Context: an optimization exercise on an open-source flow, tuned for small area. The choices shown serve that exercise and are no tape-out recipe.
The RTL was checked by simulation tests, not by an equivalence proof against the original design.
Power is estimated from default activity; no workload was simulated.

==> standard.sh <==
#!/bin/bash
# synth_recipe.tcl (not shown) runs the flow's synth.tcl, then flattens the netlist and writes it again
# the make line also repeats each setting of config.mk as NAME=value (left out here)
make -C /OpenROAD-flow-scripts/flow DESIGN_CONFIG=/design/flow/config.mk WORK_HOME=/design/flow/orfs CLKGATE_MAP_FILE= SYNTH_SCRIPT=/design/flow/synth_recipe.tcl "${@:-finish}"
==> flow/run.sh <==
#!/bin/bash
# The standard ORFS layout, with three changes to how it is made:
#  - the combinational logic of the standard synthesis is re-mapped by ABC for
#    area (flow/resyn.ys); every register stays the instance the standard
#    synthesis made, with its name and cell type;
#  - ports are buffered with the smallest buffer;
#  - the clock tree uses clkbuf_8 in clusters of at most 12 sinks, without
#    dummy loads.
# Each tool's output goes to a log file in this folder.
set -euo pipefail
W=$(pwd)
R=$W/orfs/results/sky130hd/themis_core/base
LIB=$FLOW_HOME/platforms/sky130hd/lib/sky130_fd_sc_hd__tt_025C_1v80.lib
YOSYS=$(command -v yosys || echo "$FLOW_HOME/../tools/install/yosys/bin/yosys")
cat >> config.mk <<'CFG'
export BUFFER_PORTS_ARGS = -buffer_cell sky130_fd_sc_hd__buf_1
export CTS_ARGS = -sink_clustering_enable -repair_clock_nets -dont_use_dummy_load -buf_list sky130_fd_sc_hd__clkbuf_8 -sink_clustering_size 16 -sink_clustering_max_diameter 60
CFG
bash standard.sh synth > synth.log 2>&1
cp "$R/1_2_yosys.v" "$W/std_1_2_yosys.v"
sed -e "s#@LIB@#$LIB#g" -e "s#@IN@#$W/std_1_2_yosys.v#" -e "s#@OUT@#$R/1_2_yosys.v#" flow/resyn.ys > resyn.ys
"$YOSYS" -l resyn.log -q resyn.ys > resyn.out 2>&1
rm -f "$R/1_synth.odb"
bash standard.sh > standard.log 2>&1
==> constraint.sdc <==
create_clock -name core_clock -period 12.0 [get_ports {clk}]
set_input_delay 2.4000 -clock core_clock [delete_from_list [all_inputs] [get_ports {clk}]]
set_output_delay 2.4000 -clock core_clock [all_outputs]
set_load 0.01 [all_outputs]
==> flow/resyn.ys <==
# Re-map the combinational logic of the standard synthesis for area.
# Registers stay the instances the standard synthesis made (same names, same
# cell types); only the logic between them is re-mapped by ABC.
read_liberty -ignore_miss_func @LIB@
setattr -mod -set keep_hierarchy 1 sky130_fd_sc_hd__df* sky130_fd_sc_hd__edf* sky130_fd_sc_hd__sdf* sky130_fd_sc_hd__sedf* sky130_fd_sc_hd__dl*
read_verilog @IN@
hierarchy -top themis_core
flatten
opt -purge
abc -liberty @LIB@ -dont_use *lpflow* -dont_use *probe* -script +strash;dc2;dch,-f;amap;strash;dch,-f;amap
opt_clean -purge
splitnets
hilomap -singleton -hicell sky130_fd_sc_hd__conb_1 HI -locell sky130_fd_sc_hd__conb_1 LO
insbuf -buf sky130_fd_sc_hd__buf_1 A X
opt_clean -purge
stat -liberty @LIB@
blackbox A:keep_hierarchy
write_verilog -noattr -nohex -nodec @OUT@
==> config.mk <==
export PLATFORM = sky130hd
export DESIGN_NAME = themis_core
export DESIGN_NICKNAME = themis_core
export VERILOG_FILES = /design/flow/design.v
export SDC_FILE = /design/flow/constraint.sdc
export NUM_CORES = 4
export LEC_CHECK = 0
export CAP_MARGIN = 20
export CORE_MARGIN = 2
export CORE_UTILIZATION = 40
export SLEW_MARGIN = 20
export BUFFER_PORTS_ARGS = -buffer_cell sky130_fd_sc_hd__buf_1
export CTS_ARGS = -sink_clustering_enable -repair_clock_nets -dont_use_dummy_load -buf_list sky130_fd_sc_hd__clkbuf_8 -sink_clustering_size 16 -sink_clustering_max_diameter 60
==> design.v <==
module themis_core (
    input  wire        clk,
    input  wire        rst,
    input  wire        ev_valid,
    output wire        ev_ready,
    input  wire [25:0] ev_word,
    output reg         tx_valid,
    output wire        tx_bank,
    output wire [15:0] tx_word,
    output wire [1:0]  bank_sel,
    output wire [3:0]  trig,
    output reg  [31:0] overlap_faults
);
    localparam [1:0] ST_IDLE    = 2'd0;
    localparam [1:0] ST_ATTACK  = 2'd1;
    localparam [1:0] ST_DECAY   = 2'd2;
    localparam [1:0] ST_RELEASE = 2'd3;
    localparam [3:0] S_IDLE = 4'd0,  S_INIT = 4'd1,  S_PIT  = 4'd2,  S_VA  = 4'd3,
                     S_VB   = 4'd4,  S_VF   = 4'd5,  S_PRE  = 4'd6,  S_SGN = 4'd7,
                     S_LOAD = 4'd8,  S_EXT  = 4'd9,  S_DIV  = 4'd10, S_OUT = 4'd11;
    reg [6:0] a_att, a_dec, a_rel, f_att, f_dec, f_rel;
    reg [7:0] a_sus, f_sus;
    reg [6:0] a_vs, f_vs, kbd, env_amt, cutoff;
    reg [7:0] midi_note;
    reg [1:0] vca_st, vcf_st;
    reg [7:0] vcf_cnt;               
    reg [31:0] VL, VT, VD, FL, FT, FD, FS;
    reg [4:0] drum0, drum1, drum2, drum3;
    reg [4:0] phase;
    reg [1:0] ep;                    
    reg [1:0] bs;                    
    reg [15:0] sr;                   
    reg [4:0] bc;
    reg [3:0] st;
    reg       go;
    reg [3:0] job;
    reg       dwrap;                 
    reg       sgn;
    reg       need_init;             
    reg       c1, c2;                
    reg [7:0] acc;                   
    reg       fS, fL, c32;           
    reg [36:0] W;
    reg [13:0] R;
    assign ev_ready = (st == S_IDLE);
    assign bank_sel = bs;
    assign trig     = {drum3 != 5'd0, drum2 != 5'd0, drum1 != 5'd0, drum0 != 5'd0};
    wire       accept = ev_valid && ev_ready && !rst;
    wire [1:0] tag    = ev_word[25:24];
    wire [3:0] kind   = ev_word[23:20];
    wire [3:0] chan   = ev_word[19:16];
    wire [7:0] d1     = ev_word[15:8];
    wire [7:0] d2     = ev_word[7:0];
    wire [6:0] cc_val = d2[7] ? 7'd127 : d2[6:0];
    wire ev_midi  = accept && (tag == 2'd0);
    wire ev_tick  = accept && (tag == 2'd1);
    wire ev_done  = accept && (tag == 2'd2);
    wire ev_reset = accept && (tag == 2'd3);
    wire is_drum    = ev_midi && (kind == 4'h9) && (chan == 4'd9);
    wire is_noteon  = ev_midi && (kind == 4'h9) && (chan != 4'd9);
    wire is_noteoff = ev_midi && (kind == 4'h8);
    wire is_cc      = ev_midi && (kind == 4'hB);
    wire ext   = (st == S_EXT);
    wire inb   = !ext;
    wire first = (bc == 5'd0) && inb;        
    wire [4:0] bcm21  = bc - 5'd21;
    wire cut_b   = inb && (bc >= 5'd21) && (bc <= 5'd27) && cutoff[bcm21[2:0]];
    wire note_b  = inb && (bc[4:3] == 2'd0) && midi_note[bc[2:0]];
    wire nvel_b  = (bc[4:3] == 2'd0) && (bc[2:0] != 3'd7) && R[0];    
    wire k16129_b = inb && ((bc == 5'd0) || (bc >= 5'd8 && bc <= 5'd13));
    wire c64_b   = inb && (bc == 5'd6);
    wire c35_b   = inb && (bc == 5'd0 || bc == 5'd1 || bc == 5'd5);
    wire c5_b    = inb && ep[0] && (bc == 5'd0 || bc == 5'd2);
    wire b26     = (bc == 5'd26);
    wire nlt64  = (midi_note[7:6] == 2'b00);
    wire pvalid = (midi_note >= 8'd36) && (midi_note <= 8'd71);
    reg [6:0] csel;
    always @(*) begin
        case (job)
            4'd1:    csel = a_att;
            4'd3:    csel = f_att;
            4'd5:    csel = a_rel;
            4'd6:    csel = f_rel;
            4'd8:    csel = a_dec;
            default: csel = f_dec;
        endcase
    end
    wire c_b = inb && (bc[4:3] == 2'd0) && (bc[2:0] != 3'd7) && csel[bc[2:0]];
    localparam [2:0] X_0 = 3'd0, X_VL = 3'd1, X_FL = 3'd2, X_VT20 = 3'd3,
                     X_VT = 3'd4, X_FT = 3'd5, X_NOTE = 3'd6, X_FS29 = 3'd7;
    localparam [3:0] Y_0 = 4'd0, Y_VD = 4'd1, Y_VT = 4'd2, Y_CUT = 4'd3, Y_FL = 4'd4,
                     Y_FD = 4'd5, Y_64 = 4'd6, Y_FS31 = 4'd7, Y_35 = 4'd8;
    localparam [1:0] MA_0 = 2'd0, MA_NVEL = 2'd1, MA_S1 = 2'd2, MA_T = 2'd3;
    localparam [2:0] MB_AVS = 3'd0, MB_FVS = 3'd1, MB_ENV = 3'd2, MB_ASUS = 3'd3,
                     MB_FSUS = 3'd4, MB_KBD = 3'd5, MB_100 = 3'd6;
    localparam [2:0] A2_0 = 3'd0, A2_S1 = 3'd1, A2_MUL = 3'd2, A2_K = 3'd3,
                     A2_CUT = 3'd4, A2_FLE = 3'd5, A2_VCA = 3'd6;
    localparam [2:0] B2_0 = 3'd0, B2_C = 3'd1, B2_W = 3'd2, B2_MUL = 3'd3,
                     B2_FS = 3'd4, B2_5 = 3'd5;
    reg [2:0] xsel;
    reg [3:0] ysel;
    reg       sub1, swp;
    reg [1:0] masel;
    reg       ma_ft;
    reg [2:0] mbsel;
    reg [2:0] a2sel, b2sel;
    reg       sub2;
    always @(*) begin
        xsel = X_0; ysel = Y_0; sub1 = 1'b0; swp = 1'b0;
        masel = MA_0; ma_ft = 1'b0; mbsel = MB_100;
        a2sel = A2_0; b2sel = B2_0; sub2 = 1'b0;
        case (st)
            S_PIT: begin
                xsel = X_NOTE; ysel = Y_35; sub1 = 1'b1;
                masel = MA_S1; mbsel = MB_100;
                a2sel = A2_MUL; b2sel = B2_5;
            end
            S_VA, S_VB: begin
                xsel = X_VL; ysel = Y_VD; sub1 = (vca_st != ST_ATTACK);
                a2sel = A2_VCA;
            end
            S_VF: begin
                xsel = X_FL; ysel = Y_FD;
                a2sel = A2_FLE; b2sel = B2_FS;
            end
            S_PRE: begin
                if (job == 4'd4) begin
                    xsel = X_NOTE; ysel = Y_64; sub1 = 1'b1; swp = nlt64;
                    masel = MA_S1; mbsel = MB_KBD;
                    a2sel = A2_MUL;
                end else begin
                    masel = MA_NVEL; mbsel = (job == 4'd0) ? MB_AVS : MB_FVS;
                    a2sel = A2_K; b2sel = B2_MUL; sub2 = 1'b1;
                end
            end
            S_SGN: begin
                xsel = X_FT; ysel = (job == 4'd3 || job == 4'd9) ? Y_CUT : Y_FL; sub1 = 1'b1;
            end
            S_LOAD, S_EXT: begin
                case (job)
                    4'd0: begin xsel = X_VT20; ysel = Y_VT; sub1 = 1'b1; a2sel = A2_S1; end
                    4'd1: begin xsel = X_VT; a2sel = A2_S1; b2sel = B2_C; end
                    4'd2: begin masel = MA_T; ma_ft = 1'b1; mbsel = MB_ENV; a2sel = A2_MUL; end
                    4'd3: begin xsel = X_FT; ysel = Y_CUT; sub1 = 1'b1; swp = sgn;
                                a2sel = A2_S1; b2sel = sgn ? B2_0 : B2_C; end
                    4'd4: begin xsel = X_FS29; ysel = Y_FS31; a2sel = A2_S1; end
                    4'd5: begin xsel = X_VL; a2sel = A2_S1; b2sel = B2_C; end
                    4'd7: begin masel = MA_T; mbsel = MB_ASUS; a2sel = A2_MUL; end
                    4'd8: begin xsel = X_VL; ysel = Y_VT; sub1 = 1'b1; a2sel = A2_S1; b2sel = B2_C; end
                    4'd9: begin xsel = X_FT; ysel = Y_CUT; sub1 = 1'b1; swp = sgn;
                                masel = MA_S1; mbsel = MB_FSUS; a2sel = A2_MUL; end
                    default: begin  
                                xsel = X_FT; ysel = Y_FL; sub1 = 1'b1; swp = sgn;
                                a2sel = A2_S1; b2sel = sgn ? B2_0 : B2_C; end
                endcase
            end
            S_OUT: begin
                a2sel = (job == 4'd9) ? A2_CUT : A2_0;
                b2sel = B2_W;
                sub2  = sgn && (job == 4'd3 || job == 4'd4 || job == 4'd6 ||
                                job == 4'd9 || job == 4'd10);
            end
            default: ;
        endcase
    end
    reg xb, yb;
    always @(*) begin
        case (xsel)
            X_VL:    xb = VL[0];
            X_FL:    xb = FL[0];
            X_VT20:  xb = VT[20];
            X_VT:    xb = VT[0];
            X_FT:    xb = FT[0];
            X_NOTE:  xb = note_b;
            X_FS29:  xb = FS[29];
            default: xb = 1'b0;
        endcase
        case (ysel)
            Y_VD:    yb = VD[0];
            Y_VT:    yb = VT[0];
            Y_CUT:   yb = cut_b;
            Y_FL:    yb = FL[0];
            Y_FD:    yb = FD[0];
            Y_64:    yb = c64_b;
            Y_FS31:  yb = FS[31];
            Y_35:    yb = c35_b;
            default: yb = 1'b0;
        endcase
    end
    wire a1  = (swp ? yb : xb) & inb;
    wire b1  = (swp ? xb : yb) & inb;
    wire b1x = b1 ^ sub1;
    wire c1i = first ? sub1 : c1;
    wire s1  = a1 ^ b1x ^ c1i;
    wire c1n = (a1 & b1x) | (a1 & c1i) | (b1x & c1i);
    wire s1e = s1 & inb;
    reg       ma;
    reg [7:0] mb;
    always @(*) begin
        case (masel)
            MA_NVEL: ma = nvel_b;
            MA_S1:   ma = s1e;
            MA_T:    ma = (ma_ft ? FT[0] : VT[0]) & inb;
            default: ma = 1'b0;
        endcase
        case (mbsel)
            MB_AVS:  mb = {1'b0, a_vs};
            MB_FVS:  mb = {1'b0, f_vs};
            MB_ENV:  mb = {1'b0, env_amt};
            MB_ASUS: mb = a_sus;
            MB_FSUS: mb = f_sus;
            MB_KBD:  mb = {1'b0, kbd};
            default: mb = 8'd100;
        endcase
    end
    wire [8:0] msum   = (first ? 9'd0 : {1'b0, acc}) + (ma ? {1'b0, mb} : 9'd0);
    wire       mulout = msum[0];
    wire vca_att = (vca_st == ST_ATTACK);
    wire useT    = !c32 || !fS;
    wire vca_wd  = vca_att ? (c32 | s1) : (fL ? (useT ? VT[0] : s1) : VL[0]);
    wire vca_em  = vca_att ? VL[0] : vca_wd;
    wire vca_emit = vca_att | fL;
    wire vcf_att  = (vcf_st == ST_ATTACK);
    wire vcf_act  = vcf_att | !vcf_cnt[7];
    wire vcf_last = (vcf_cnt == 8'd0);
    wire vcf_wd   = vcf_att ? s1 : (vcf_act ? (vcf_last ? FT[0] : s1) : FL[0]);
    wire vcf_em   = vcf_att ? FL[0] : vcf_wd;
    reg a2, b2;
    always @(*) begin
        case (a2sel)
            A2_S1:   a2 = s1e;
            A2_MUL:  a2 = mulout;
            A2_K:    a2 = k16129_b;
            A2_CUT:  a2 = cut_b;
            A2_FLE:  a2 = vcf_em;
            A2_VCA:  a2 = vca_em;
            default: a2 = 1'b0;
        endcase
        case (b2sel)
            B2_C:    b2 = c_b;
            B2_W:    b2 = wq;
            B2_MUL:  b2 = mulout;
            B2_FS:   b2 = FS[0];
            B2_5:    b2 = c5_b;
            default: b2 = 1'b0;
        endcase
    end
    wire b2x = b2 ^ sub2;
    wire c2i = first ? sub2 : c2;
    wire s2  = a2 ^ b2x ^ c2i;
    wire c2n = (a2 & b2x) | (a2 & c2i) | (b2x & c2i);
    reg [13:0] Dm;
    reg        dcin;
    reg [4:0]  kend;
    reg        wq;
    always @(*) begin
        case (job)
            4'd0:       begin Dm = 14'd16129; dcin = 1'b1; kend = 5'd25; end
            4'd2:       begin Dm = 14'd16129; dcin = 1'b1; kend = 5'd30; end
            4'd4:       begin Dm = 14'd127;   dcin = 1'b1; kend = 5'd25; end
            4'd7, 4'd9: begin Dm = 14'd254;   dcin = 1'b1; kend = 5'd9;  end
            default:    begin Dm = {7'd0, csel}; dcin = 1'b0; kend = 5'd9;  end
        endcase
        case (job)
            4'd0, 4'd4: wq = W[31];
            4'd2:       wq = W[36];
            default:    wq = W[15];
        endcase
    end
    wire        din  = (!dwrap || bc < 5'd10) && W[36];
    wire [14:0] rs   = {R, din};
    wire [15:0] diff = {1'b0, rs} + {2'b11, ~Dm} + {15'd0, dcin};
    wire        fits = !diff[15];
    wire hi_nz    = |sr[14:12];
    wire clamp_hi = ep[0] ? (!sr[15] && hi_nz) : (sr[15] || hi_nz);
    wire clamp_lo = ep[0] && sr[15];
    assign tx_bank = ep[1];
    assign tx_word = {ep[0], 3'b011,
                      clamp_lo ? 12'd0 : (clamp_hi ? 12'hFFF : sr[11:0])};
    wire sr_in = (st == S_PIT) ? (s2 & pvalid) : s2;
    wire init   = (st == S_INIT);
    wire p_pre  = go && (st == S_PRE);
    wire p_load = go && (st == S_LOAD);
    wire p_out  = go && (st == S_OUT);
    wire we_VL = go && (init || st == S_VB);
    wire we_VT = (go && init) || (p_pre && job == 4'd0) || (p_out && (job == 4'd0 || job == 4'd7)) ||
                 (p_load && job == 4'd5);
    wire we_VD = (go && init) || (p_out && (job == 4'd1 || job == 4'd5 || job == 4'd8));
    wire we_FL = go && (init || st == S_VF);
    wire we_FT = (go && init) || (p_pre && job == 4'd2) || (p_out && (job == 4'd2 || job == 4'd9)) ||
                 (p_load && job == 4'd5);
    wire we_FD = (go && init) || (p_out && (job == 4'd3 || job == 4'd6 || job == 4'd10));
    wire we_FS = (go && init) || ((p_pre || p_out) && job == 4'd4);
    wire wd_VL = !init && vca_wd;
    wire wd_VT = !init && (st != S_LOAD) && s2;
    wire wd_VD = !init && s2;
    wire wd_FL = init ? b26 : vcf_wd;
    wire wd_FT = init ? b26 : ((st == S_LOAD) ? cut_b : s2);
    wire wd_FD = !init && s2;
    wire wd_FS = !init && s2;
    wire bc31  = (bc == 5'd31);
    wire tx_ev = go && ((st == S_PIT && bc == 5'd15) ||
                        (st == S_VB && bc31 && vca_emit) ||
                        (st == S_VF && bc31 && vcf_act));
    always @(posedge clk) begin
        bc <= bc + 5'd1;
        VL <= {we_VL ? wd_VL : VL[0], VL[31:1]};
        VT <= {we_VT ? wd_VT : VT[0], VT[31:1]};
        VD <= {we_VD ? wd_VD : VD[0], VD[31:1]};
        FL <= {we_FL ? wd_FL : FL[0], FL[31:1]};
        FT <= {we_FT ? wd_FT : FT[0], FT[31:1]};
        FD <= {we_FD ? wd_FD : FD[0], FD[31:1]};
        FS <= {we_FS ? wd_FS : FS[0], FS[31:1]};
        c1  <= c1n;
        c2  <= c2n;
        acc <= msum[8:1];
        sr  <= {sr_in, sr[15:1]};
        if (st == S_DIV) begin
            R <= fits ? diff[13:0] : rs[13:0];
            W <= {W[35:0], fits};
            if (bc31) dwrap <= 1'b1;
        end else begin
            W <= {(p_load || ext) ? s2 : W[0], W[36:1]};
            R[13:7] <= 7'd0;
            if (ext)
                R[6:0] <= 7'd0;
            else if (is_noteon)
                R[6:0] <= d2[7] ? 7'd0 : ~d2[6:0];
            else if (p_pre && bc < 5'd7 && job != 4'd4)
                R[6:0] <= {R[0], R[6:1]};
        end
        if (st == S_VA && go) begin
            if (first) begin
                fS <= (s1 != VT[0]) ? s1 : vca_att;
                fL <= (VL[0] != VT[0]) & VL[0];
            end else begin
                if (s1 != VT[0]) fS <= s1;
                if (VL[0] != VT[0]) fL <= VL[0];
            end
            if (bc31) c32 <= c1n;
        end
        if (st == S_SGN && go && bc31)
            sgn <= xb ^ ~yb ^ c1n;
        tx_valid <= 1'b0;
        if (tx_ev) begin
            if (bs != 2'b00) begin
                if (overlap_faults != 32'hFFFF_FFFF)
                    overlap_faults <= overlap_faults + 32'd1;
            end else begin
                tx_valid <= 1'b1;
                bs       <= ep[1] ? 2'b10 : 2'b01;
            end
        end
        if (bc31) go <= 1'b1;
        if (rst || ev_reset) begin
            a_att <= 7'd9;  a_dec <= 7'd19; a_rel <= 7'd9;
            f_att <= 7'd9;  f_dec <= 7'd19; f_rel <= 7'd9;
            a_sus <= 8'd127; f_sus <= 8'd127;
            a_vs  <= 7'd0;  f_vs  <= 7'd0;  kbd <= 7'd0;
            env_amt <= 7'd64; cutoff <= 7'd32;
            midi_note <= 8'd0;
            vca_st <= ST_IDLE; vcf_st <= ST_IDLE; vcf_cnt <= 8'd0;
            drum0 <= 5'd0; drum1 <= 5'd0; drum2 <= 5'd0; drum3 <= 5'd0;
            phase <= 5'd0;
            bs <= 2'b00;
            overlap_faults <= 32'd0;
            tx_valid <= 1'b0;
            need_init <= 1'b1;
            st <= S_IDLE;
        end else begin
            case (st)
                S_IDLE: begin
                    go <= bc31;
                    if (ev_tick) begin
                        if (drum0 != 5'd0) drum0 <= drum0 - 5'd1;
                        if (drum1 != 5'd0) drum1 <= drum1 - 5'd1;
                        if (drum2 != 5'd0) drum2 <= drum2 - 5'd1;
                        if (drum3 != 5'd0) drum3 <= drum3 - 5'd1;
                        ep    <= phase[1:0];
                        phase <= (phase == 5'd19) ? 5'd0 : phase + 5'd1;
                        if (phase == 5'd0 || phase == 5'd1)
                            st <= S_PIT;
                        else if (phase == 5'd2 && vca_st != ST_IDLE)
                            st <= S_VA;
                        else if (phase == 5'd3 && vcf_st != ST_IDLE)
                            st <= S_VF;
                    end
                    if (ev_done)
                        bs <= 2'b00;
                    if (is_drum) begin
                        case (d1)
                            8'd36: drum0 <= 5'd20;
                            8'd38: drum1 <= 5'd20;
                            8'd42: drum2 <= 5'd20;
                            8'd46: drum3 <= 5'd20;
                            default: ;
                        endcase
                    end
                    if (is_noteon) begin
                        midi_note <= d1;
                        vca_st    <= ST_ATTACK;
                        vcf_st    <= ST_ATTACK;
                        vcf_cnt   <= {1'b0, f_att};
                        job       <= 4'd2;
                        st        <= need_init ? S_INIT : S_PRE;
                    end
                    if (is_noteoff) begin
                        vca_st  <= ST_RELEASE;
                        vcf_st  <= ST_RELEASE;
                        vcf_cnt <= {1'b0, f_rel};
                        job     <= 4'd5;
                        st      <= need_init ? S_INIT : S_LOAD;
                    end
                    if (is_cc) begin
                        case (d1)
                            8'd20: a_att   <= cc_val;
                            8'd21: a_dec   <= cc_val;
                            8'd22: a_sus   <= {cc_val, 1'b0};
                            8'd23: a_rel   <= cc_val;
                            8'd24: f_att   <= cc_val;
                            8'd25: f_dec   <= cc_val;
                            8'd26: f_sus   <= {cc_val, 1'b0};
                            8'd27: f_rel   <= cc_val;
                            8'd28: a_vs    <= cc_val;
                            8'd29: f_vs    <= cc_val;
                            8'd30: kbd     <= cc_val;
                            8'd31: env_amt <= cc_val;
                            8'd74: cutoff  <= cc_val;
                            default: ;
                        endcase
                    end
                end
                S_INIT: if (go && bc31) begin
                    need_init <= 1'b0;
                    st <= (job == 4'd2) ? S_PRE : S_LOAD;
                end
                S_PIT: if (go && bc == 5'd15) st <= S_IDLE;
                S_VA: if (go && bc31) st <= S_VB;
                S_VB: if (go && bc31) begin
                    st <= S_IDLE;
                    if (vca_att) begin
                        if (c32 | fS) begin
                            vca_st <= ST_DECAY;
                            job    <= 4'd7;
                            st     <= S_LOAD;
                        end
                    end else if (vca_st == ST_RELEASE && (!fL || useT)) begin
                        vca_st <= ST_IDLE;
                    end
                end
                S_VF: if (go && bc31) begin
                    st <= S_IDLE;
                    if (vcf_att) begin
                        vcf_cnt <= vcf_cnt - 8'd1;
                        if (vcf_last) begin
                            vcf_st  <= ST_DECAY;
                            vcf_cnt <= {1'b0, f_dec};
                            job     <= 4'd9;
                            st      <= S_SGN;
                        end
                    end else if (vcf_act) begin
                        vcf_cnt <= vcf_cnt - 8'd1;
                        if (vcf_last && vcf_st == ST_RELEASE)
                            vcf_st <= ST_IDLE;
                    end else if (vcf_st == ST_RELEASE) begin
                        vcf_st <= ST_IDLE;
                    end
                end
                S_PRE: if (go && bc31) begin
                    if (job == 4'd2) job <= 4'd0;
                    else st <= S_LOAD;
                    if (job == 4'd4) sgn <= nlt64;
                end
                S_SGN: if (go && bc31) st <= S_LOAD;
                S_LOAD: if (go && bc31) st <= S_EXT;
                S_EXT: if (bc == 5'd4) begin
                    st    <= S_DIV;
                    dwrap <= 1'b0;
                end
                S_DIV: if (dwrap && bc == kend) begin
                    st <= S_OUT;
                    go <= bc31;
                end
                S_OUT: if (go && bc31) begin
                    job <= job + 4'd1;
                    case (job)
                        4'd0, 4'd1, 4'd7: st <= S_LOAD;  
                        4'd3: st <= S_PRE;               
                        4'd2, 4'd5, 4'd9: st <= S_SGN;  
                        default: st <= S_IDLE;          
                    endcase
                end
                default: st <= S_IDLE;
            endcase
        end
    end
endmodule
==> flow_summary.ini, run 1 <==
[worst_setup_path]
criticalPathCategory = flop to flop
crit_family = compound AO/OA/AOI/OAI gates
path_max_fanout = 12
critical_path.most_common_cell = nor2_1
required_ns = 12.56
cp_data_arrival_time_ns = 8.32
endpoint_kind = flop
critPathSlowestCell = nor2_1
path_buf_inv = 5
critPathMaxStageDelay_ns = 0.66
startpoint_type = flop

[place]
dp_hpwl_um = 35500
place_inst = 2554
gp_congestion = 1.000
io_buffers = 82

[sta]
fin_skew_ns = 0.08579
report.final.slew_viol_count = 0
finalSetupViolations = 0
maxSlewHeadroom_pct = 27.24
period_minus_slack_ns = 7.763
hold_viol = 0
worst_pin_slew_ns = 1.090
rsz0062_at_grt = false
min_period_over_period_pct = 64.69
fmax_ghz = 0.1288
fin_tns_setup_ns = 0

[logic_synthesis]
synthCells = 1905
synth_area_um2 = 17410
yosys_warnings = 1
avgSynthCellArea_um2 = 9.137

[cts]
root_buffer = clkbuf_8
path_clk_slew_ns = 0.09
clock_sinks = 496
cts_buffers = 43
cts_tree = built
clk-insertion-delay-late_ns = 0.65
cts_htree_levels = 2
clk_path_buf_depth = 3
cts_setup_buffers = 0
ctsHoldBuffers = 0
post_cts_resize_count = 0

[power]
clkPwrFrac_pct = 19.7
peakVddDrop_uv = 95.92
p_per_area_nw_per_um2 = 221.4
sw_frac_of_total_pct = 34.64
intPower_w = 0.002757
leakage_nw = 6.604
power.net_switching_w = 0.001461
p_comb_share_pct = 28.2
sequentialPowerShare_pct = 52.1

[job]
drv_cap = 0

[floorplan]
start_util_pct = 40.50
core-area_um2 = 42980
rows = 76
dieArea_um2 = 45200
die_w_um = 212.6
io_pins = 86
die_h_um = 212.6

[drt]
wl_per_cell_um = 18.70
drtAntennaViolNets = 0
wl_um = 48590
drtPass1Iterations = 6
dr.first_iter.drc_count = 1216
viasPerCell = 5.532
via_count = 14372
drc = 0

[grt]
overflow = 0
grt_max_degree = 72
antenna_found_initial = 0
grt_pass1_vias = 13318
grtUsageTotal_pct = 21.56
grt_pass1_wl_um = 75120

[finish]
multi_input_area_um2 = 6439
syn2layout_area_growth_pct = 9.474
layout.nets = 2043
layout-drive-gt1-share_pct = 3.280
seqCellArea_um2 = 10090
finalCoreUtilization_pct = 44.33
layout.cells.non_filler = 2598
fillers = 4282

[hold_path]
hold_path.class = flop to flop

[status]
status = timing/DRC/antenna clean
## stage by stage
stage / power (W) / setup slack (ns) / instance area, um2 / hold slack, ns
6_report: 0.004218 / 4.237 / 19050 / 0.3025
5_1_grt: 0.004479 / 3.496 / 19050 / 0.2909
4_1_cts: 0.004242 / 4.485 / 19050 / 0.3058
2_1_floorplan: 0.003008 / 4.018 / 17410 / 0.3096
3_5_place_dp: 0.003400 / 4.440 / 18460 / 0.3121
3_3_place_gp: 0.003394 / 4.787 / 18460 / 0.3118
## worst paths after layout
| check | from | end | slack [ns] | depth (start not counted) |
|---|---|---|---|---|
| max reg2reg | st[1]$_SDFFE_PP0P_ | VT[31]$_DFF_P_ | 4.24 | 34 |
| max | st[1]$_SDFFE_PP0P_ | VT[31]$_DFF_P_ | 4.24 | 34 |
| min reg2reg | VT[18]$_DFF_P_ | VT[17]$_DFF_P_ | 0.30 | 0 |
| min | VT[18]$_DFF_P_ | VT[17]$_DFF_P_ | 0.30 | 0 |
## sequential cells by signal, indices dropped and copies added, names as in the netlist, 14 cells and up
register,cells
W,37
FD,32
FL,32
FS,32
FT,32
VD,32
VL,32
VT,32
overlap_faults,32
sr,16
R,14
## layout make-up
type	instances	share of cell area (%)
tap	585	3.841
sequential	496	52.95
multi-input combinational	1173	33.79
clock buffer	43	3.106
timing repair buffer	101	2.364
inverter	199	3.933
antenna	1	0.01313
## per-layer routing
layer / wire length, um / track usage (%) / up-vias
li1: - / - / 6972
met1: 22250 / 28.99 / 6801
met2: 21110 / 33.46 / 473
met3: 2755 / 3.072 / 126
met4: 2479 / 11.79 / 0
met5: 0 / 0 / -
## placed cells by master (no fill, tap or decap), types with 6 or more instances in the layout
cell and n:
a22oi_1 15, o32ai_1 6, nor2_1 365, buf_4 19
dfxtp_1 480, nand3_1 20, a221oi_1 18, o22a_1 36
a21oi_1 83, nor2b_1 14, clkbuf_8 43, or3_1 14
a221o_1 8, a2111oi_0 6, clkinv_1 198, o21a_1 22
edfxtp_1 16, o211ai_1 11, a222oi_1 12, nor4_1 8
or2_0 7, o22ai_1 48, o221ai_1 34, nor3_1 78
a211oi_1 77, nand4_1 8, o21ai_0 79, and3_1 8
buf_1 82, and2_0 8, a31oi_1 19, nand2_1 106
## power groups by stage
stage          logic, W  clock network [W]  registers [W]
6_report        0.00119           0.000830        0.00220
5_1_grt         0.00132           0.000924        0.00224
4_1_cts         0.00117           0.000866        0.00220
3_5_place_dp    0.00116                  0        0.00223
3_3_place_gp    0.00116                  0        0.00223
2_1_floorplan  0.000840                  0        0.00217
==> run 2, diff against run 1 <==
--- a/flow/run.sh
+++ b/flow/run.sh
@@ -14,7 +14,7 @@
 YOSYS=$(command -v yosys || echo "$FLOW_HOME/../tools/install/yosys/bin/yosys")
 cat >> config.mk <<'CFG'
 export BUFFER_PORTS_ARGS = -buffer_cell sky130_fd_sc_hd__buf_1
-export CTS_ARGS = -sink_clustering_enable -repair_clock_nets -dont_use_dummy_load -buf_list sky130_fd_sc_hd__clkbuf_8 -sink_clustering_size 16 -sink_clustering_max_diameter 60
+export CTS_ARGS = -sink_clustering_enable -repair_clock_nets -dont_use_dummy_load -buf_list sky130_fd_sc_hd__clkbuf_8 -sink_clustering_size 12 -sink_clustering_max_diameter 80
 CFG
 bash standard.sh synth > synth.log 2>&1
 cp "$R/1_2_yosys.v" "$W/std_1_2_yosys.v"
--- a/config.mk
+++ b/config.mk
@@ -10,4 +10,4 @@
 export CORE_UTILIZATION = 40
 export SLEW_MARGIN = 20
 export BUFFER_PORTS_ARGS = -buffer_cell sky130_fd_sc_hd__buf_1
-export CTS_ARGS = -sink_clustering_enable -repair_clock_nets -dont_use_dummy_load -buf_list sky130_fd_sc_hd__clkbuf_8 -sink_clustering_size 16 -sink_clustering_max_diameter 60
+export CTS_ARGS = -sink_clustering_enable -repair_clock_nets -dont_use_dummy_load -buf_list sky130_fd_sc_hd__clkbuf_8 -sink_clustering_size 12 -sink_clustering_max_diameter 80
==> run 2 against run 1 <==
Compared with the run above:
- flip-flop and latch count is the same
- still clean on timing, DRC and antenna
- via count fell by 0.18%
- sequential power barely moved
- worst setup slack gained 0.038 ns
- critical endpoint unchanged
==> flow_summary.ini, run 2 <==
[finish]
layout.nets = 2047
layout.cells.non_filler = 2602
fillers = 4260
mostFrequentLayoutCells = dfxtp_1 (480), nor2_1 (365), clkinv_1 (198)
largest_reg_flops = 37
final_common_cell = dfxtp_1
layout-drive-gt1-share_pct = 3.472
syn2layout_area_growth_pct = 9.791
top_register = W

[cts]
clk-insertion-delay-late_ns = 0.64
ctsHoldBuffers = 0
cts_setup_buffers = 0
root_buffer = clkbuf_8
clk_path_buf_depth = 3
clock_sinks = 496
path_clk_slew_ns = 0.09
cts_tree = built
post_cts_resize_count = 0
cts_buffers = 47
cts_htree_levels = 2

[worst_setup_path]
reg2reg_depth = 36
critical_path.most_common_cell = nor2_1
critPathMaxStageDelay_ns = 0.67
criticalPathCategory = flop to flop
r2r_slack_ns = 4.27
cp_data_arrival_time_ns = 8.28
critPathSlowestCell = nor2_1
startpoint_type = flop
path_max_fanout = 12
r2r-end = VT[31]$_DFF_P_
required_ns = 12.55
endpoint_kind = flop
r2r_start = st[1]$_SDFFE_PP0P_

[status]
status = timing/DRC/antenna clean

[place]
dp_hpwl_um = 35500
post-place-ws_ns = 4.440
gp_congestion = 1.000
io_buffers = 82
place_inst = 2554

[sta]
worst_slack_ns = 4.275
maxSlewHeadroom_pct = 25.86
rsz0062_at_grt = false
hold_viol = 0
fin_skew_ns = 0.06259
fin_tns_setup_ns = 0
report.final.slew_viol_count = 0
worst_hold_slack_ns = 0.2942
finalSetupViolations = 0
min_period_over_period_pct = 64.38
fmax_ghz = 0.1294
worst_pin_slew_ns = 1.084
period_minus_slack_ns = 7.725

[drt]
wl_per_cell_um = 18.74
dr.first_iter.drc_count = 1162
via_count = 14346
drtAntennaViolNets = 0
drc = 0
viasPerCell = 5.513
drtPass1Iterations = 6
wl_um = 48770

[power]
intPower_w = 0.002786
p_comb_share_pct = 28.0
power_w = 0.004256
leakage_nw = 6.633
sequentialPowerShare_pct = 51.6
p_per_area_nw_per_um2 = 222.7
clkPwrFrac_pct = 20.3
peakVddDrop_uv = 102.1
sw_frac_of_total_pct = 34.54
power.net_switching_w = 0.001470

[hold_path]
holdPathEnd = FL[19]$_DFF_P_
worstHoldStart = FL[20]$_DFF_P_
holdPathStages = 0
hold_path.class = flop to flop

[grt]
overflow = 0
grtUsageTotal_pct = 21.56
grt_pass1_wl_um = 75240
grt_pass1_vias = 13330
antenna_found_initial = 0
grt_max_degree = 72

[logic_synthesis]
avgSynthCellArea_um2 = 9.137
synthCells = 1905
yosys_warnings = 1
synth_area_um2 = 17410

[floorplan]
dieArea_um2 = 45200
die_h_um = 212.6
core-area_um2 = 42980
die_w_um = 212.6
rows = 76
io_pins = 86
start_util_pct = 40.50

[job]
drv_cap = 0
-- run 2: final cells by class --
| class | instances | area (um2) | share of cell area [%] |
|---|---|---|---|
| Antenna cell | 1 | 2.502 | 0.01309 |
| Timing Repair Buffer | 101 | 450.4 | 2.357 |
| Clock buffer | 47 | 646.9 | 3.385 |
| Sequential cell | 496 | 10090 | 52.80 |
| Multi-Input combinational cell | 1173 | 6439 | 33.69 |
| Tap cell | 585 | 732.0 | 3.830 |
| Inverter | 199 | 749.5 | 3.922 |
-- run 2: metal layers --
layer  vias up  wire length, um  part of all wire [%]  track usage (%)
li1       6961                -                     -                -
met1      6760            22070                    45            28.87
met2       513            21270                    44            33.77
met3       112             3308                   6.8            4.239
met4         0             2121                   4.3            9.501
met5         -                0                     0                0
-- run 2: worst max path at each step --
stage                             from          endpoint  slack (ns)  cells after the start
global placement    st[1]$_SDFFE_PP0P_    FT[31]$_DFF_P_        4.79                     34
detailed placement  st[1]$_SDFFE_PP0P_    FT[31]$_DFF_P_        4.44                     35
floorplan                  ev_word[24]  job[0]$_DFFE_PP_        4.02                      4
CTS                 st[1]$_SDFFE_PP0P_    FT[31]$_DFF_P_        4.44                     35
global route        st[1]$_SDFFE_PP0P_    VT[31]$_DFF_P_        3.43                     35
finish              st[1]$_SDFFE_PP0P_    VT[31]$_DFF_P_        4.27                     36
-- run 2: per-stage QoR --
step | util (%) | instance area (um2)
floorplan | - | 17410
global placement | 42.95 | 18460
detailed placement | 42.95 | 18460
CTS | 44.45 | 19110
global route | 44.45 | 19110
finish | 44.46 | 19110
-- run 2: critical path: cells and delay by family (launching register included) --
family	cells	cell delay, ns
and+or+nand+nor	15	2.67
AOI/OAI and AO/OA	15	3.34
buffers and inverters	6	1.27
DFF	1	0.40
-- run 2: power groups by stage --
| stage | clock [W] | sequential [W] | combinational [W] |
|---|---|---|---|
| 6_report | 0.000866 | 0.00220 | 0.00119 |
| 4_1_cts | 0.000904 | 0.00221 | 0.00117 |
| 3_5_place_dp | 0 | 0.00223 | 0.00116 |
| 5_1_grt | 0.000965 | 0.00224 | 0.00132 |
| 2_1_floorplan | 0 | 0.00217 | 0.000840 |
| 3_3_place_gp | 0 | 0.00223 | 0.00116 |
==> run 3, diff against run 2 <==
--- a/flow/run.sh
+++ b/flow/run.sh
@@ -14,7 +14,7 @@
 YOSYS=$(command -v yosys || echo "$FLOW_HOME/../tools/install/yosys/bin/yosys")
 cat >> config.mk <<'CFG'
 export BUFFER_PORTS_ARGS = -buffer_cell sky130_fd_sc_hd__buf_1
-export CTS_ARGS = -sink_clustering_enable -repair_clock_nets -dont_use_dummy_load -buf_list sky130_fd_sc_hd__clkbuf_8 -sink_clustering_size 12 -sink_clustering_max_diameter 80
+export CTS_ARGS = -sink_clustering_enable -repair_clock_nets -dont_use_dummy_load -buf_list sky130_fd_sc_hd__clkbuf_4 -sink_clustering_size 8 -sink_clustering_max_diameter 50
 CFG
 bash standard.sh synth > synth.log 2>&1
 cp "$R/1_2_yosys.v" "$W/std_1_2_yosys.v"
--- a/config.mk
+++ b/config.mk
@@ -10,4 +10,4 @@
 export CORE_UTILIZATION = 40
 export SLEW_MARGIN = 20
 export BUFFER_PORTS_ARGS = -buffer_cell sky130_fd_sc_hd__buf_1
-export CTS_ARGS = -sink_clustering_enable -repair_clock_nets -dont_use_dummy_load -buf_list sky130_fd_sc_hd__clkbuf_8 -sink_clustering_size 12 -sink_clustering_max_diameter 80
+export CTS_ARGS = -sink_clustering_enable -repair_clock_nets -dont_use_dummy_load -buf_list sky130_fd_sc_hd__clkbuf_4 -sink_clustering_size 8 -sink_clustering_max_diameter 50
==> run 3 against run 2 <==
Compared with the run above:
- largest power group unchanged
- still clean
- sequential power is essentially flat
- wire length is 0.89% higher
- worst hold slack gained 0.0099 ns
- flip-flop and latch count unchanged
- core utilization is 0.18 points lower
==> flow_summary.ini, run 3 <==
[grt]
grtUsageTotal_pct = 21.95
grt_max_degree = 72
grt_pass1_vias = 13593
antenna_found_initial = 3
overflow = 0
grt_pass1_wl_um = 76190

[worst_setup_path]
path_max_fanout = 12
startpoint_type = flop
critical_path.most_common_cell = nor2_1
endpoint_kind = flop
critPathSlowestCell = nor2_1
criticalPathCategory = flop to flop
cp_data_arrival_time_ns = 8.51
required_ns = 12.67
critPathMaxStageDelay_ns = 0.68

[sta]
maxSlewHeadroom_pct = 26.74
worst_pin_slew_ns = 1.098
min_period_over_period_pct = 65.36
fmax_ghz = 0.1275
finalSetupViolations = 0
period_minus_slack_ns = 7.843
report.final.slew_viol_count = 0
hold_viol = 0
rsz0062_at_grt = false
fin_tns_setup_ns = 0
fin_skew_ns = 0.1080

[status]
status = timing/DRC/antenna clean

[finish]
top_register = W
largest_reg_flops = 37
layout.nets = 2074
final_common_cell = dfxtp_1
syn2layout_area_growth_pct = 9.338
seqCellArea_um2 = 10090
layout-drive-gt1-share_pct = 4.748
multi_input_area_um2 = 6439
fillers = 4322
fin_area_um2 = 19030
mostFrequentLayoutCells = dfxtp_1 (480), nor2_1 (365), clkinv_1 (198)

[cts]
ctsHoldBuffers = 0
cts_buffers = 74
clk_path_buf_depth = 3
clk-insertion-delay-late_ns = 0.82
cts_tree = built
clock_sinks = 496
cts_setup_buffers = 0
path_clk_slew_ns = 0.09
root_buffer = clkbuf_4
post_cts_resize_count = 0
cts_htree_levels = 3

[place]
gp_congestion = 1.000
dp_hpwl_um = 35500
io_buffers = 82
placed_area_um2 = 18460

[logic_synthesis]
yosys_warnings = 1
avgSynthCellArea_um2 = 9.137
synth_area_um2 = 17410
synthCells = 1905

[floorplan]
rows = 76
dieArea_um2 = 45200
core-area_um2 = 42980
die_w_um = 212.6
die_h_um = 212.6
start_util_pct = 40.50
io_pins = 86

[drt]
drc = 0
wl_per_cell_um = 18.68
wl_um = 49210
drtPass1Iterations = 6
viasPerCell = 5.490
via_count = 14461
drtAntennaViolNets = 0
dr.first_iter.drc_count = 1181

[power]
peakVddDrop_uv = 102.7
leakage_nw = 6.636
p_per_area_nw_per_um2 = 220.9

[hold_path]
hold_path.class = flop to flop

[job]
drv_cap = 0
## run 3: power by group
group | total [W] | leakage (nW) | switching [W] | internal, W
clock | 0.000816 | 0.340 | 0.000532 | 0.000284
sequential | 0.00220 | 4.08 | 0.000162 | 0.00204
combinational | 0.00119 | 2.22 | 0.000791 | 0.000400
## run 3: cell type report
class | count | area share (%)
sequential | 496 | 53.02
multi-input combinational | 1173 | 33.83
inverter | 199 | 3.938
tap | 585 | 3.846
clock buffer | 74 | 2.919
timing repair buffer | 101 | 2.367
antenna | 6 | 0.07890
## run 3: worst max-delay path: cells and delay by family, from the launching register on
family	cells	cell delay, ns
compound gates	15	3.37
buf+inv	6	1.29
flops	1	0.40
simple gates	14	2.61
## run 3: per-stage QoR
stage	total power [W]	util (%)	hold slack, ns	instances	setup slack, ns
final	0.004205	44.28	0.3041	2634	4.157
after floorplan	0.003008	-	0.3096	1906	4.018
after global routing	0.004483	44.28	0.3077	2634	3.366
after global placement	0.003394	42.95	0.3118	2554	4.787
after detailed placement	0.003400	42.95	0.3121	2554	4.440
after CTS	0.004229	44.24	0.2959	2628	4.353
## run 3: path summary, 6_finish.rpt
kind | from | to | slack, ns | cells past startpoint
worst max register to register | st[1]$_SDFFE_PP0P_ | FT[31]$_DFF_P_ | 4.16 | 35
worst min register to register | FL[25]$_DFF_P_ | FL[24]$_DFF_P_ | 0.30 | 0
worst min-delay path | FL[25]$_DFF_P_ | FL[24]$_DFF_P_ | 0.30 | 0
worst max-delay path | st[1]$_SDFFE_PP0P_ | FT[31]$_DFF_P_ | 4.16 | 35
## run 3: per-layer routing
metal  GRT usage (%)  wire [um]  vias up  part of all wire, %
met5               0         13        -                0.026
met4           11.04       2408        2                  4.9
met3           4.771       2971      137                  6.0
met2           33.77      21250      474                   43
met1           29.10      22560     6783                   46
li1                -          -     7065                    -
==> run 4, diff against run 3 <==
--- a/config.mk
+++ b/config.mk
@@ -8,6 +8,7 @@
 export CAP_MARGIN = 20
 export CORE_MARGIN = 2
 export CORE_UTILIZATION = 40
+export GPL_TIMING_DRIVEN = 0
 export SLEW_MARGIN = 20
 export BUFFER_PORTS_ARGS = -buffer_cell sky130_fd_sc_hd__buf_1
 export CTS_ARGS = -sink_clustering_enable -repair_clock_nets -dont_use_dummy_load -buf_list sky130_fd_sc_hd__clkbuf_4 -sink_clustering_size 8 -sink_clustering_max_diameter 50
==> run 4 against run 3 <==
Compared with the run above:
- register-to-register slack got worse by 1.5 ns
- via count grew 0.60%
- synthesized cell count unchanged
- critical path depth rose by 1
- worst hold slack got worse by 0.042 ns
- combinational power hardly changed
- die area is the same
==> flow_summary.ini, run 4 <==
[cts]
clk_path_buf_depth = 3
path_clk_slew_ns = 0.09
root_buffer = clkbuf_4
cts_htree_levels = 3
post_cts_resize_count = 0
cts_setup_buffers = 0
ctsHoldBuffers = 0
cts_tree = built
cts_buffers = 74
clock_sinks = 496
clk-insertion-delay-late_ns = 0.82

[finish]
layout.nets = 2100
fin_area_um2 = 19200
fillers = 4287
layout-drive-gt1-share_pct = 4.688
top_register = W
largest_reg_flops = 37
syn2layout_area_growth_pct = 10.30
final_common_cell = dfxtp_1
mostFrequentLayoutCells = dfxtp_1 (480), nor2_1 (358), clkinv_1 (197)

[grt]
antenna_found_initial = 2
grt_pass1_wl_um = 73240
grtUsageTotal_pct = 21.02
grt_max_degree = 86
overflow = 0
grt_pass1_vias = 13475

[drt]
via_count = 14548
wl_um = 47190
drc = 0
dr.first_iter.drc_count = 1265
drtPass1Iterations = 6
drtAntennaViolNets = 0
wl_per_cell_um = 17.74
viasPerCell = 5.469

[place]
placed_area_um2 = 18630
post-place-ws_ns = 3.185
io_buffers = 82
gp_congestion = 0.9882
dp_hpwl_um = 33710

[logic_synthesis]
yosys_warnings = 1
synth_area_um2 = 17410
synthCells = 1905
avgSynthCellArea_um2 = 9.137

[sta]
worst_slack_ns = 2.691
fin_tns_setup_ns = 0
rsz0062_at_grt = false
finalSetupViolations = 0
report.final.slew_viol_count = 0
worst_pin_slew_ns = 1.227
hold_viol = 0
fmax_ghz = 0.1074
period_minus_slack_ns = 9.309
maxSlewHeadroom_pct = 17.88
fin_skew_ns = 0.1212
worst_hold_slack_ns = 0.2626
min_period_over_period_pct = 77.58

[hold_path]
hold_path.class = flop to flop

[power]
peakVddDrop_uv = 98.69
leakage_nw = 6.648
p_per_area_nw_per_um2 = 219.3

[worst_setup_path]
required_ns = 12.64
criticalPathCategory = flop to flop
endpoint_kind = flop
startpoint_type = flop
critPathSlowestCell = nor2_1
cp_data_arrival_time_ns = 9.95
path_max_fanout = 12
critPathMaxStageDelay_ns = 0.74
critical_path.most_common_cell = nor2_1

[status]
status = timing/DRC/antenna clean

[floorplan]
die_h_um = 212.6
dieArea_um2 = 45200
die_w_um = 212.6
start_util_pct = 40.50
core-area_um2 = 42980
io_pins = 86
rows = 76

[job]
drv_cap = 0
## run 4: stage by stage
stage	utilization, %	power, W	instances
2_1_floorplan	-	0.003008	1906
3_3_place_gp	42.92	0.003375	2573
6_report	44.67	0.004210	2660
4_1_cts	44.63	0.004234	2654
5_1_grt	44.67	0.004487	2660
3_5_place_dp	43.33	0.003417	2580
## run 4: final cells by class
type                       count  area (um2)  share of cell area (%)
sequential                   496       10090                   52.55
multi-input combinational   1173        6491                   33.81
inverter                     199       752.0                   3.917
tap                          585       732.0                   3.813
clock buffer                  74       555.5                   2.894
timing repair buffer          89       420.4                   2.190
buffer                        38       142.6                  0.7430
antenna                        6       15.01                 0.07821
## run 4: worst max-delay path, delay by kind of cell, from the launching register on
kind	cells	cell delay (ns)
AOI/OAI and AO/OA	16	4.39
buffers and inverters	5	1.26
DFF	1	0.44
and+or+nand+nor	15	3.06
## run 4: path summary, 6_finish.rpt
path,startpoint,to,slack [ns],cells past startpoint
max,st[1]$_SDFFE_PP0P_,VT[31]$_DFF_P_,2.69,36
min,FT[9]$_DFF_P_,FT[8]$_DFF_P_,0.26,0
max reg2reg,st[1]$_SDFFE_PP0P_,VT[31]$_DFF_P_,2.69,36
min reg2reg,FT[9]$_DFF_P_,FT[8]$_DFF_P_,0.26,0
## run 4: routing by layer
layer / track usage [%] / vias to the layer above / routed length (um)
met5: 0 / - / 0
li1: - / 7110 / -
met1: 28.30 / 6820 / 21370
met2: 31.78 / 513 / 20550
met3: 5.037 / 105 / 3427
met4: 9.863 / 0 / 1839
## run 4: power breakdown
| group | internal, W | switching, W |
|---|---|---|
| Combinational | 0.000406 | 0.000812 |
| Sequential | 0.00204 | 0.000158 |
| Clock | 0.000284 | 0.000513 |
| Total | 0.00273 | 0.00148 |
==> run 5, diff against run 4 <==
--- a/design.v
+++ b/design.v
@@ -42,7 +42,7 @@
     reg       fS, fL, c32;           
     reg [36:0] W;
     reg [13:0] R;
-    assign ev_ready = (st == S_IDLE);
+    assign ev_ready = (st == S_IDLE) || rst;
     assign bank_sel = bs;
     assign trig     = {drum3 != 5'd0, drum2 != 5'd0, drum1 != 5'd0, drum0 != 5'd0};
     wire       accept = ev_valid && ev_ready && !rst;
--- a/config.mk
+++ b/config.mk
@@ -8,7 +8,6 @@
 export CAP_MARGIN = 20
 export CORE_MARGIN = 2
 export CORE_UTILIZATION = 40
-export GPL_TIMING_DRIVEN = 0
 export SLEW_MARGIN = 20
 export BUFFER_PORTS_ARGS = -buffer_cell sky130_fd_sc_hd__buf_1
 export CTS_ARGS = -sink_clustering_enable -repair_clock_nets -dont_use_dummy_load -buf_list sky130_fd_sc_hd__clkbuf_4 -sink_clustering_size 8 -sink_clustering_max_diameter 50
==> run 5 against run 4 <==
Compared with the run above:
- via count fell by 0.15%
- die area decreased by 0.25%
- still clean
- worst hold slack improved by 0.022 ns
- critical endpoint is now FT[31]$_DFF_P_
- highest routed layer is now met5
- largest power group unchanged
- wire length up 1.9%
- largest cell class unchanged
- cell count decreased by 1.1%
- power is 4.0% higher
- register-to-register slack improved by 1.2 ns
- global-route usage up 0.61 points
- core utilization is 0.44 points lower
- critical path type unchanged
- combinational power increased by 7%
==> flow_summary.ini, run 5 <==
[floorplan]
rows = 76
dieArea_um2 = 45080
start_util_pct = 40.39
die_w_um = 212.3
io_pins = 86
core-area_um2 = 42980
die_h_um = 212.3

[finish]
final_common_cell = dfxtp_1
largest_reg_flops = 37
mostFrequentLayoutCells = dfxtp_1 (480), nor2_1 (351), clkinv_1 (180)
layout-drive-gt1-share_pct = 4.946
layout.nets = 2073
syn2layout_area_growth_pct = 9.499
top_register = W
layout.cells.non_filler = 2630

[power]
peakVddDrop_uv = 85.41
leakage_nw = 6.746
p_per_area_nw_per_um2 = 230.3

[cts]
cts_buffers = 75
clk_path_buf_depth = 3
clk-insertion-delay-late_ns = 0.83
ctsHoldBuffers = 0
clock_sinks = 496
cts_setup_buffers = 0
root_buffer = clkbuf_4
cts_htree_levels = 3
post_cts_resize_count = 0
cts_tree = built
path_clk_slew_ns = 0.10

[grt]
grtUsageTotal_pct = 21.62
antenna_found_initial = 3
grt_max_degree = 87
grt_pass1_vias = 13728
overflow = 0
grt_pass1_wl_um = 75720

[drt]
wl_um = 48090
wl_per_cell_um = 18.28
viasPerCell = 5.523
drtPass1Iterations = 6
drc = 0
dr.first_iter.drc_count = 1343
via_count = 14526
drtAntennaViolNets = 0

[sta]
hold_viol = 0
fmax_ghz = 0.1239
fin_skew_ns = 0.09769
rsz0062_at_grt = false
period_minus_slack_ns = 8.069
finalSetupViolations = 0
report.final.slew_viol_count = 0
maxSlewHeadroom_pct = 28.11
fin_tns_setup_ns = 0
min_period_over_period_pct = 67.24
worst_pin_slew_ns = 1.068

[logic_synthesis]
synthCells = 1900
avgSynthCellArea_um2 = 9.137
synth_area_um2 = 17360
yosys_warnings = 1

[place]
io_buffers = 82
dp_hpwl_um = 34560
gp_congestion = 0.9489
place_inst = 2552

[worst_setup_path]
startpoint_type = flop
critPathSlowestCell = nor2_1
required_ns = 12.74
cp-startpoint = job[3]$_DFFE_PP_
cp_data_arrival_time_ns = 8.81
path_max_fanout = 20
criticalPathCategory = flop to flop
critPathMaxStageDelay_ns = 0.82
endpoint_kind = flop
critical_path.most_common_cell = nor2_1
r2r_start = job[3]$_DFFE_PP_

[hold_path]
worstHoldStart = VT[16]$_DFF_P_
hold_path.class = flop to flop

[status]
status = timing/DRC/antenna clean

[job]
drv_cap = 0
==> run 5: final timing paths <==
| kind | slack [ns] | to | cells after the start |
|---|---|---|---|
| worst max-delay path | 3.93 | FT[31]$_DFF_P_ | 28 |
| worst max register to register | 3.93 | FT[31]$_DFF_P_ | 28 |
| worst min register to register | 0.28 | VT[15]$_DFF_P_ | 0 |
| worst min-delay path | 0.28 | VT[15]$_DFF_P_ | 0 |
==> run 5: metal layers <==
layer	share of wire (%)	vias up	global-route usage, %
li1	-	7074	-
met1	47	6859	29.64
met2	44	481	32.89
met3	6.1	110	4.594
met4	3.4	2	9.429
met5	0.027	-	0
==> run 5: per-stage QoR <==
stage               utilization [%]  hold slack [ns]  total power, W  setup WS, ns  instance area, um2
floorplan                         -           0.3096        0.003139         3.457               17360
global route                  44.23           0.2804        0.004671         3.206               19010
finish                        44.23           0.2843        0.004379         3.931               19010
CTS                           44.21           0.2751        0.004405         4.137               19000
detailed placement            42.90           0.3121        0.003577         4.175               18440
global placement              42.90           0.3110        0.003570         4.690               18440
==> run 5: where the power goes <==
| part | switching [W] | internal [W] | total [W] |
|---|---|---|---|
| Combinational | 0.000860 | 0.000445 | 0.00131 |
| Clock | 0.000525 | 0.000288 | 0.000812 |
| Sequential | 0.000176 | 0.00208 | 0.00226 |
| Total | 0.00156 | 0.00282 | 0.00438 |
==> run 5: layout make-up <==
type	instances	area [um2]
diodes	3	7.507
well taps	585	732.0
repair buffers	104	473.0
flip-flops and latches	496	10090
fillers	4269	23970
inverters	182	685.7
multi-input cells	1185	6459
clock buffers	75	563.0
==> run 5: critical path: cells and delay by family (launching register included) <==
family / cells / cell delay [ns]
and+or+nand+nor: 14 / 3.54
AOI/OAI and AO/OA: 10 / 2.84
buffers and inverters: 4 / 1.06
DFF: 1 / 0.51
==> run 6, diff against run 5 <==
--- a/flow/run.sh
+++ b/flow/run.sh
@@ -4,7 +4,7 @@
 #    area (flow/resyn.ys); every register stays the instance the standard
 #    synthesis made, with its name and cell type;
 #  - ports are buffered with the smallest buffer;
-#  - the clock tree uses clkbuf_8 in clusters of at most 12 sinks, without
+#  - the clock tree uses clkbuf_4 in clusters of at most 8 sinks, without
 #    dummy loads.
 # Each tool's output goes to a log file in this folder.
 set -euo pipefail
--- a/flow/resyn.ys
+++ b/flow/resyn.ys
@@ -7,7 +7,7 @@
 hierarchy -top themis_core
 flatten
 opt -purge
-abc -liberty @LIB@ -dont_use *lpflow* -dont_use *probe* -script +strash;dc2;dch,-f;amap;strash;dch,-f;amap
+abc -liberty @LIB@ -dont_use *lpflow* -dont_use *probe* -script +strash;ifraig;dc2;dc2;dch,-f;amap,-F,50,-A,30;topo
 opt_clean -purge
 splitnets
 hilomap -singleton -hicell sky130_fd_sc_hd__conb_1 HI -locell sky130_fd_sc_hd__conb_1 LO
==> run 6 against run 5 <==
Compared with the run above:
- still clean
- global-route usage grew 0.23 points
- combinational power shrank 5%
- fmax grew 3.6%
- wire length grew 0.65%
- sequential share of layout area grew 0.89 points
- clock power shrank 0.9%
- worst setup slack gained 0.28 ns
- flip-flop and latch count is the same
- first-iteration DRC count shrank 15%
- register-to-register slack gained 0.28 ns
- cell area shrank 1.6%
- area after synthesis shrank 1.7%
- highest routed layer is now met4
==> flow_summary.ini, run 6 <==
[power]
p_comb_share_pct = 30.1
intPower_w = 0.002670
sequentialPowerShare_pct = 50.6
clkPwrFrac_pct = 19.3
peakVddDrop_uv = 83.88
sw_frac_of_total_pct = 35.95
power.net_switching_w = 0.001498
p_per_area_nw_per_um2 = 223.0
power_w = 0.004169
leakage_nw = 6.636

[sta]
period_minus_slack_ns = 7.789
finalSetupViolations = 0
report.final.slew_viol_count = 0
maxSlewHeadroom_pct = 29.05
min_period_over_period_pct = 64.91
fin_skew_ns = 0.09813
worst_pin_slew_ns = 1.063
hold_viol = 0
fmax_ghz = 0.1284
rsz0062_at_grt = false
worst_hold_slack_ns = 0.2902
fin_tns_setup_ns = 0

[cts]
clk_path_buf_depth = 3
clk-insertion-delay-late_ns = 0.79
root_buffer = clkbuf_4
post_cts_resize_count = 0
cts_buffers = 75
clock_sinks = 496
ctsHoldBuffers = 0
cts_tree = built
cts_htree_levels = 3
cts_setup_buffers = 0
path_clk_slew_ns = 0.09

[drt]
drc = 0
wl_per_cell_um = 19.32
dr.first_iter.drc_count = 1135
drtPass1Iterations = 6
wl_um = 48400
via_count = 14146
viasPerCell = 5.647
drtAntennaViolNets = 0

[place]
io_buffers = 82
gp_congestion = 0.9576
dp_hpwl_um = 34700
place_inst = 2425

[floorplan]
die_h_um = 210.6
die_w_um = 210.6
start_util_pct = 40.60
core-area_um2 = 42040
dieArea_um2 = 44340
rows = 75
io_pins = 86

[logic_synthesis]
yosys_warnings = 1
avgSynthCellArea_um2 = 9.399
synth_area_um2 = 17070
synthCells = 1816

[grt]
antenna_found_initial = 3
grt_pass1_vias = 13196
grt_max_degree = 87
grtUsageTotal_pct = 21.85
grt_pass1_wl_um = 75090
overflow = 0

[finish]
fillers = 4108
finalCoreUtilization_pct = 44.47
final_common_cell = dfxtp_1
largest_reg_flops = 37
layout.nets = 1992
top_register = W
syn2layout_area_growth_pct = 9.537
mostFrequentLayoutCells = dfxtp_1 (480), nor2_1 (208), o21ai_0 (174)
layout-drive-gt1-share_pct = 5.354
layout.cells.non_filler = 2505

[status]
status = timing/DRC/antenna clean

[worst_setup_path]
criticalPathCategory = flop to flop
critPathMaxStageDelay_ns = 0.70
path_max_fanout = 12
critical_path.most_common_cell = nor2_1
critPathSlowestCell = nor2_1
endpoint_kind = flop
required_ns = 12.69
cp_data_arrival_time_ns = 8.48
startpoint_type = flop

[job]
drv_cap = 0

[hold_path]
hold_path.class = flop to flop
-- run 6: cell count changes in the layout (fill, tap and decap cells not counted), sizes merged, moves of 8 or more --
cell | previous run | this run
a211oi | 87 | 21
clkinv | 180 | 164
nand2 | 129 | 105
a21oi | 84 | 149
nor2 | 351 | 210
o21ai | 89 | 175
o22ai | 33 | 45
nor4 | 18 | 9
a221o | 9 | 1
-- run 6: final timing paths --
kind	from	to	slack, ns	depth (start not counted)
setup / recovery	st[2]$_SDFFE_PP0P_	VT[31]$_DFF_P_	4.21	30
hold / removal	VT[6]$_DFF_P_	VT[5]$_DFF_P_	0.29	0
setup reg to reg	st[2]$_SDFFE_PP0P_	VT[31]$_DFF_P_	4.21	30
hold reg to reg	VT[6]$_DFF_P_	VT[5]$_DFF_P_	0.29	0
-- run 6: layout make-up --
class | instances | area (um2) | area share (%)
flip-flops and latches | 496 | 10090 | 53.97
multi-input cells | 1118 | 6242 | 33.39
well taps | 539 | 674.4 | 3.607
inverters | 165 | 619.3 | 3.313
clock buffers | 75 | 563.0 | 3.011
repair buffers | 107 | 495.5 | 2.650
diodes | 5 | 12.51 | 0.06692
-- run 6: routing by layer --
metal | vias up | GRT usage (%) | routed length (um)
li1 | 6876 | - | -
met1 | 6653 | 29.79 | 22560
met2 | 497 | 32.74 | 20340
met3 | 120 | 5.766 | 3666
met4 | 0 | 9.276 | 1837
met5 | - | 0 | 0
-- run 6: power by group through the flow --
stage / combinational [W] / sequential (W) / clock, W
after floorplan: 0.000854 / 0.00209 / 0
after global placement: 0.00123 / 0.00214 / 0
after detailed placement: 0.00123 / 0.00215 / 0
after CTS: 0.00123 / 0.00211 / 0.000844
after global routing: 0.00137 / 0.00215 / 0.000917
final: 0.00125 / 0.00211 / 0.000805
-- run 6: worst max-delay path, delay by kind of cell (launching register included) --
kind / cells / cell delay, ns
simple gates: 11 / 2.32
buf+inv: 5 / 1.53
compound gates: 14 / 3.26
flops: 1 / 0.61
-- run 6: per-stage QoR --
| stage | instance area, um2 | worst slack [ns] |
|---|---|---|
| finish | 18700 | 4.211 |
| global placement | 18120 | 4.675 |
| CTS | 18680 | 4.386 |
| detailed placement | 18120 | 4.455 |
| floorplan | 17070 | 1.193 |
| global route | 18690 | 3.482 |

afterwards: timing with drivers on the ports:
The flow's constraints put no driver on any port. The routed layouts listed below were extracted and timed again, unchanged, in two steps. Step 1 sets driving cells, clkbuf_16 on the clock port and buf_2 on the other inputs (assumed; they add their load-dependent delay and slew). Step 2 adds t to the input delays and takes it off the output delays; t is the mean of the earliest and latest rising clock arrival at the registers after step 1. Input paths then give back, and output paths get back, about the clock's delay inside the block. Slacks: ideal / step 1 / step 2; pairs: ideal / step 1.
run	shift t [ns]	slack for setup (ns)	cell pins on the clock port's net
run 1	0.658	4.237 / 4.237 / 4.237	1
run 2	0.658	4.275 / 4.275 / 4.275	1
run 3	0.818	4.157 / 4.157 / 4.157	1
run 4	0.806	2.691 / 2.691 / 2.691	1
run 5	0.832	3.931 / 3.931 / 3.931	1
run 6	0.787	4.211 / 4.211 / 4.211	1
After both steps every run listed still meets setup and hold.
